From an optimization exercise on the open Yosys and OpenROAD flow, aimed at small area and few clock cycles; shortcuts taken in it are not production practice.
Function was checked by simulation only, so behaviour that the tests miss may differ from the original.
No activity file was given, so power comes from the tool's default toggle rates.

==> flow/design.v <==
module pid_proto (
    input  wire        clk,
    input  wire        rst,           
    input  wire        cmd_valid,
    output wire        cmd_ready,
    input  wire [31:0] cmd,
    output wire        rsp_valid,
    output wire [7:0]  rsp_status,
    output wire [31:0] rsp_value,
    output wire [1:0]  rsp_count,
    output wire [7:0]  rsp_byte0,
    output wire [7:0]  rsp_byte1
);
    function [15:0] crc_step;
        input [15:0] c_in;
        input [7:0]  b;
        reg   [15:0] c;
        integer      i;
        begin
            c = c_in ^ {8'h00, b};
            for (i = 0; i < 8; i = i + 1)
                c = c[0] ? ((c >> 1) ^ 16'h8408) : (c >> 1);
            crc_step = c;
        end
    endfunction
    reg [31:0] c;         
    reg        cv;        
    reg [15:0] ncrc;      
    reg [15:0] nvcrc;     
    reg [7:0]  vhold0;    
    reg [7:0]  vhold1;    
    reg [1:0]  vcnt;
    reg [3:0]  rx;
    reg        legal;     
    reg        hit;       
    reg        asc;       
    assign cmd_ready = 1'b1;
    assign rsp_valid = cv;
    function is_permitted_ascii;
        input [7:0] x;
        begin
            is_permitted_ascii =
                (x >= 8'h41 && x <= 8'h5A) || (x >= 8'h61 && x <= 8'h7A) ||
                (x >= 8'h30 && x <= 8'h39) || (x == 8'h20) ||
                (x == 8'h21) || (x == 8'h23) || (x == 8'h24) || (x == 8'h26) ||
                (x == 8'h27) || (x == 8'h28) || (x == 8'h29) || (x == 8'h2A) ||
                (x == 8'h2B) || (x == 8'h2C) || (x == 8'h2D) || (x == 8'h2E) ||
                (x == 8'h2F) || (x == 8'h3A) || (x == 8'h3B) || (x == 8'h3C) ||
                (x == 8'h3D) || (x == 8'h3E) || (x == 8'h3F) || (x == 8'h5C);
        end
    endfunction
    wire in_zfc = ~|cmd[23:21];
    wire in_zfb = in_zfc & ~|cmd[20:8];
    wire in_zf0 = in_zfb & ~|cmd[7:0];
    reg  in_legal;
    always @(*) begin
        case (cmd[31:24])
            8'h10:                              in_legal = in_zfc;
            8'h11, 8'h21, 8'h31, 8'h41, 8'h51:  in_legal = in_zfb;
            8'h20, 8'h22, 8'h30, 8'h32, 8'h40, 8'h42,
            8'h50, 8'h52, 8'h53:                in_legal = in_zf0;
            default:                            in_legal = 1'b0;
        endcase
    end
    reg  in_ext;
    always @(*) begin
        case (cmd[20:0])
            21'h0000B7, 21'h002022, 21'h002500, 21'h002501, 21'h002588, 21'h002581:
                     in_ext = 1'b1;
            default: in_ext = 1'b0;
        endcase
    end
    wire in_asc = is_permitted_ascii(cmd[7:0]);
    wire in_hit = (in_asc & ~|cmd[20:8]) | in_ext;
    wire [7:0]  b   = c[7:0];
    wire [2:0] gp = c[30:28];
    wire g1    = legal & ~gp[2] & ~gp[1] &  gp[0];
    wire g2    = legal & ~gp[2] &  gp[1] & ~gp[0];
    wire g3    = legal &  gp[1] &  gp[0];
    wire g4    = legal &  gp[2] & ~gp[0];
    wire g5    = legal &  gp[2] &  gp[0];
    wire [1:0] lo = c[25:24];
    wire s_enc   = g1 & ~lo[0];
    wire s_dec   = g1 &  lo[0];
    wire s_cinit = g2 & ~lo[1] & ~lo[0];
    wire s_cfeed = g2 &  lo[0];
    wire s_ctag  = g2 &  lo[1];
    wire s_vinit = g3 & ~lo[1] & ~lo[0];
    wire s_vfeed = g3 &  lo[0];
    wire s_vend  = g3 &  lo[1];
    wire s_fbe   = g4 & ~lo[0];               
    wire s_fbyte = g4 &  lo[0];
    wire s_rinit = g5 & lo == 2'd0;
    wire s_rbyte = g5 & lo == 2'd1;
    wire s_rend  = g5 & lo == 2'd2;
    wire s_rstat = g5 & lo == 2'd3;
    wire asc_ok  = asc;
    wire enc_hit = hit;
    wire ext_hit = hit & (c[13] | c[7]);
    wire [2:0] ext_idx = ~c[13] ? 3'd0 : ~c[10] ? 3'd1 : {c[7], ~c[7], c[0]};
    reg [15:0] dec_x;
    always @(*) begin
        case (b)
            8'h22:   dec_x = 16'h0027;
            8'h80:   dec_x = 16'h00B7;
            8'h81:   dec_x = 16'h2022;
            8'h82:   dec_x = 16'h2500;
            8'h83:   dec_x = 16'h2501;
            8'h84:   dec_x = 16'h2588;
            8'h85, 8'h86, 8'h87:
                     dec_x = 16'h2581;
            default: dec_x = 16'hFFFD;
        endcase
    end
    wire [15:0] recv  = {vhold1, vhold0};
    wire        vfull = vcnt[1];
    wire        v_ok  = s_vend & vfull;
    wire        v_bad = recv != nvcrc;
    wire rx_err   = rx[3];
    wire b_dle    = b == 8'h10;
    wire b_stx    = b == 8'h02;
    wire b_etx    = b == 8'h03;
    wire rx_start = ~rx[3] & rx[2:0] == 3'd0;
    wire rx_hdr   = ~rx[3] & rx[2:0] == 3'd1;
    wire rx_data  = ~rx[3] & rx[2:0] == 3'd2;
    wire rx_esc   = ~rx[3] & rx[2:0] == 3'd3;
    wire rx_done  = ~rx[3] & rx[2];
    reg [2:0] why_n;
    always @(*) begin
        why_n = 3'd0;
        if (rx_start & ~b_dle)              why_n = 3'd2;
        if (rx_hdr & ~b_stx)                why_n = 3'd3;
        if (rx_esc & ~b_dle & ~b_etx)       why_n = 3'd4;
        if (rx_done)                        why_n = 3'd5;
    end
    wire rb_err = s_rbyte & (rx_err | why_n != 3'd0);
    wire re_err = s_rend & ~rx_done;
    wire s_val = s_enc & ~enc_hit;
    wire s_raw = ~legal | s_val | (s_dec & asc_ok);   
    wire s_decx = s_dec & ~asc_ok;
    wire s_prot = (s_vend & ~vfull) | rb_err | re_err;
    assign rsp_status = {5'd0, ~legal, (v_ok & v_bad) | s_val, s_prot | s_val};
    wire [3:0] sval =
        ({4{s_vend & ~vfull}} & 4'd1) |
        ({4{rb_err}} & (rx_err ? {1'b0, rx[2:0]} : {1'b0, why_n})) |
        ({4{re_err}} & (rx_err ? {1'b0, rx[2:0]} : 4'd6)) |
        ({4{s_rstat}} & {1'b0, rx_err | rx[2], rx_err | rx[1], rx_err | rx[0]});
    assign rsp_value[31:24] = ({8{~legal}} & c[31:24]) | ({8{v_ok}} & nvcrc[15:8]);
    assign rsp_value[23:16] = ({8{s_raw}} & c[23:16]) | ({8{v_ok}} & nvcrc[7:0]);
    assign rsp_value[15:8]  = ({8{s_raw}} & c[15:8]) | ({8{s_decx}} & dec_x[15:8]) |
                              ({8{s_ctag}} & ncrc[15:8]) | ({8{v_ok}} & recv[15:8]);
    assign rsp_value[7:4]   = ({4{s_raw}} & c[7:4]) | ({4{s_decx}} & dec_x[7:4]) |
                              ({4{s_ctag}} & ncrc[7:4]) | ({4{v_ok}} & recv[7:4]) |
                              ({4{s_rstat & rx_err}} & {1'b0, rx[2:0]});
    assign rsp_value[3:0]   = ({4{s_raw}} & c[3:0]) | ({4{s_decx}} & dec_x[3:0]) |
                              ({4{s_ctag}} & ncrc[3:0]) | ({4{v_ok}} & recv[3:0]) | sval;
    assign rsp_count[1] = s_ctag | s_fbe | (s_fbyte & b_dle);
    assign rsp_count[0] = (s_enc & enc_hit) | (s_vfeed & vfull) | (s_fbyte & ~b_dle) |
                          (s_rbyte & ((rx_data & ~b_dle) | (rx_esc & b_dle)));
    wire [1:0] grp = c[29:28];
    assign rsp_byte0 =
        (grp == 2'd2) ? ncrc[7:0] :
        (grp == 2'd3) ? vhold0 :
        (~c[30] & ext_hit) ? {5'b10000, ext_idx} :
        (b | {3'd0, c[30] & ~c[24], 4'd0});   
    assign rsp_byte1 =
        (grp == 2'd2) ? ncrc[15:8] :
        c[24] ? 8'h10 : {7'd1, c[25]};
    wire [15:0] crc_f  = ~crc_step(~ncrc, b);
    wire [15:0] vcrc_f = ~crc_step(~nvcrc, vhold0);
    wire        vshift = cv & s_vfeed;
    wire        c_ld   = cv & s_cfeed & ~rst;
    wire        c_hold = ~rst & ~(cv & (s_cinit | s_cfeed));
    wire        v_ld   = cv & s_vfeed & vfull & ~rst;
    wire        v_hold = ~rst & ~(cv & (s_vinit | s_vend | (s_vfeed & vfull)));
    wire [15:0] ncrc_d  = ({16{c_ld}} & crc_f)  | ({16{c_hold}} & ncrc);
    wire [15:0] nvcrc_d = ({16{v_ld}} & vcrc_f) | ({16{v_hold}} & nvcrc);
    always @(posedge clk) begin
        c     <= cmd;
        legal <= in_legal;
        hit   <= in_hit;
        asc   <= in_asc;
        ncrc  <= ncrc_d;
        nvcrc <= nvcrc_d;
        if (rst) begin
            cv    <= 1'b0;
            vcnt  <= 2'd0;
            rx    <= 4'd0;
        end else begin
            cv <= cmd_valid;
            if (cv) begin
                if (s_vinit | s_vend)
                    vcnt <= 2'd0;
                else if (s_vfeed & ~vfull)
                    vcnt <= {vcnt[0], ~vcnt[0]};
                if (s_rinit | s_rend)
                    rx <= 4'd0;
                else if (s_rbyte & ~rx_err) begin
                    if (why_n != 3'd0)
                        rx <= {1'b1, why_n};
                    else if (rx_start)
                        rx <= 4'd1;
                    else if (rx_hdr)
                        rx <= 4'd2;
                    else if (rx_data)
                        rx <= b_dle ? 4'd3 : 4'd2;
                    else   
                        rx <= b_dle ? 4'd2 : 4'd4;
                end
            end
        end
        if (vshift) begin
            vhold1 <= b;
            vhold0 <= vhold1;
        end
    end
endmodule
clock: 4.0 ns
lec_check: 0
cap_margin: 20
core_margin: 2
core_utilization: 60
slew_margin: 20
standard.sh (not shown) runs the stock make flow with config.mk's settings and CLKGATE_MAP_FILE= SYNTH_SCRIPT=/design/flow/synth_recipe.tcl, a recipe that flattens the netlist after the stock synthesis.
==> flow/flow/run.sh <==
#!/bin/bash
# Layout flow: the standard ORFS flow (standard.sh), with these changes.
#  - Synthesis is the standard flow's own script (synth_recipe.tcl) with only the ABC
#    mapping script swapped for flow/abc_area.script: ORFS's speed script
#    with the delay relaxed (&nf -R 1000) and without ABC's buffering and
#    up-sizing passes. Registers are untouched (ABC maps only the logic).
#  - The port buffers are sky130_fd_sc_hd__buf_1 (one per port, as usual).
#  - Clock tree: sky130_fd_sc_hd__clkbuf_8 buffers, no dummy loads.
#  - Timing-driven global placement keeps no resizer changes
#    (GPL_KEEP_OVERFLOW=0), and after global routing ORFS's power
#    recovery down-sizes gates off the critical paths (RECOVER_POWER=100).
# Each run's full output goes to a log file of its own in this folder
# (synth.log, layout.log); ORFS also keeps per-step logs under orfs/logs.
set -euo pipefail
here=$(pwd)
{
  head -n 1 synth_recipe.tcl
  cat <<TCL
proc abc {args} {
  set i [lsearch -exact \$args -script]
  if { \$i >= 0 } { lset args [expr {\$i + 1}] $here/flow/abc_area.script }
  yosys abc {*}\$args
}
TCL
  tail -n +2 synth_recipe.tcl
} > my_synth.tcl
sed "s|SYNTH_SCRIPT=[^ ]*|SYNTH_SCRIPT=$here/my_synth.tcl|" standard.sh > my_standard.sh
grep -q "SYNTH_SCRIPT=$here/my_synth.tcl" my_standard.sh
export GPL_KEEP_OVERFLOW=0
export RECOVER_POWER=100
export BUFFER_PORTS_ARGS="-buffer_cell sky130_fd_sc_hd__buf_1"
export CTS_ARGS="-sink_clustering_enable -repair_clock_nets -dont_use_dummy_load -buf_list sky130_fd_sc_hd__clkbuf_8"
bash my_standard.sh synth > synth.log 2>&1
bash my_standard.sh finish > layout.log 2>&1
==> flow/flow/abc_area.script <==
&get -n
&st
&dch
&nf -R 1000
&st
&syn2
&if -g -K 6
&synch2
&nf -R 1000
&st
&syn2
&if -g -K 6
&synch2
&nf -R 1000
&st
&syn2
&if -g -K 6
&synch2
&nf -R 1000
&st
&syn2
&if -g -K 6
&synch2
&nf -R 1000
&st
&syn2
&if -g -K 6
&synch2
&nf -R 1000
&put
topo
stime -c
dnsize -c
The first run finished but failed the layout checks on max-capacitance violations, max-slew violations.
Testbench counts at the start, summed over its fixed seeds: cycles 48,189.
Change:
--- a/flow/design.v
+++ b/flow/design.v
@@ -70,29 +70,29 @@
             default: in_ext = 1'b0;
         endcase
     end
     wire in_asc = is_permitted_ascii(cmd[7:0]);
     wire in_hit = (in_asc & ~|cmd[20:8]) | in_ext;
     wire [7:0]  b   = c[7:0];
-    wire [2:0] gp = c[30:28];
-    wire g1    = legal & ~gp[2] & ~gp[1] &  gp[0];
-    wire g2    = legal & ~gp[2] &  gp[1] & ~gp[0];
-    wire g3    = legal &  gp[1] &  gp[0];
-    wire g4    = legal &  gp[2] & ~gp[0];
-    wire g5    = legal &  gp[2] &  gp[0];
+    wire hi0   = legal & (c[27:26] == 2'b00);
+    wire g1    = hi0 & c[31:28] == 4'h1;
+    wire g2    = hi0 & c[31:28] == 4'h2;
+    wire g3    = hi0 & c[31:28] == 4'h3;
+    wire g4    = hi0 & c[31:28] == 4'h4;
+    wire g5    = hi0 & c[31:28] == 4'h5;
     wire [1:0] lo = c[25:24];
-    wire s_enc   = g1 & ~lo[0];
-    wire s_dec   = g1 &  lo[0];
-    wire s_cinit = g2 & ~lo[1] & ~lo[0];
-    wire s_cfeed = g2 &  lo[0];
-    wire s_ctag  = g2 &  lo[1];
-    wire s_vinit = g3 & ~lo[1] & ~lo[0];
-    wire s_vfeed = g3 &  lo[0];
-    wire s_vend  = g3 &  lo[1];
+    wire s_enc   = g1 & lo == 2'd0;
+    wire s_dec   = g1 & lo == 2'd1;
+    wire s_cinit = g2 & lo == 2'd0;
+    wire s_cfeed = g2 & lo == 2'd1;
+    wire s_ctag  = g2 & lo == 2'd2;
+    wire s_vinit = g3 & lo == 2'd0;
+    wire s_vfeed = g3 & lo == 2'd1;
+    wire s_vend  = g3 & lo == 2'd2;
     wire s_fbe   = g4 & ~lo[0];               
-    wire s_fbyte = g4 &  lo[0];
+    wire s_fbyte = g4 & lo == 2'd1;
     wire s_rinit = g5 & lo == 2'd0;
     wire s_rbyte = g5 & lo == 2'd1;
     wire s_rend  = g5 & lo == 2'd2;
     wire s_rstat = g5 & lo == 2'd3;
     wire asc_ok  = asc;
     wire enc_hit = hit;
Result:
- With this change the flow went through all stages and came out clean
- total power stays flat
- first-iteration DRC count drops by 30%
- worst setup slack is worse by 99 ps
- synthesized area climbs by about 0.4%
- synthesized cell count climbs by 3.0%
- worst hold slack is worse by 29 ps
- routed wire length climbs by about 2%
- final area climbs by about 1%
- critical path depth drops by 2
- utilization climbs by 0.74 points
- global-route usage climbs by 0.32 points
Testbench counts after the change, summed over its fixed seeds: cycles 48,189.

afterwards: timing with drivers on the ports:
Ports are ideal in the flow. The routed layouts listed here were re-timed in OpenROAD.
Step 1, drivers: a clkbuf_16 drives clk and a buf_2 each remaining input, both assumed.
Step 2, shift: input delay + t, output delay - t, t = (earliest + latest rising clock arrival at the registers) / 2. This alone moves slack from input paths to output paths.
Three values: no drivers, after step 1, after step 2; two values: the first two.
| run | t, ns | setup WS [ns] | worst register clock-pin slew, ns |
|---|---|---|---|
| the first run | 0.385 | 0.199 / 0.166 / 0.550 | 0.09 / 0.09 |
| the second run | 0.384 | 0.100 / 0.066 / 0.450 | 0.10 / 0.10 |
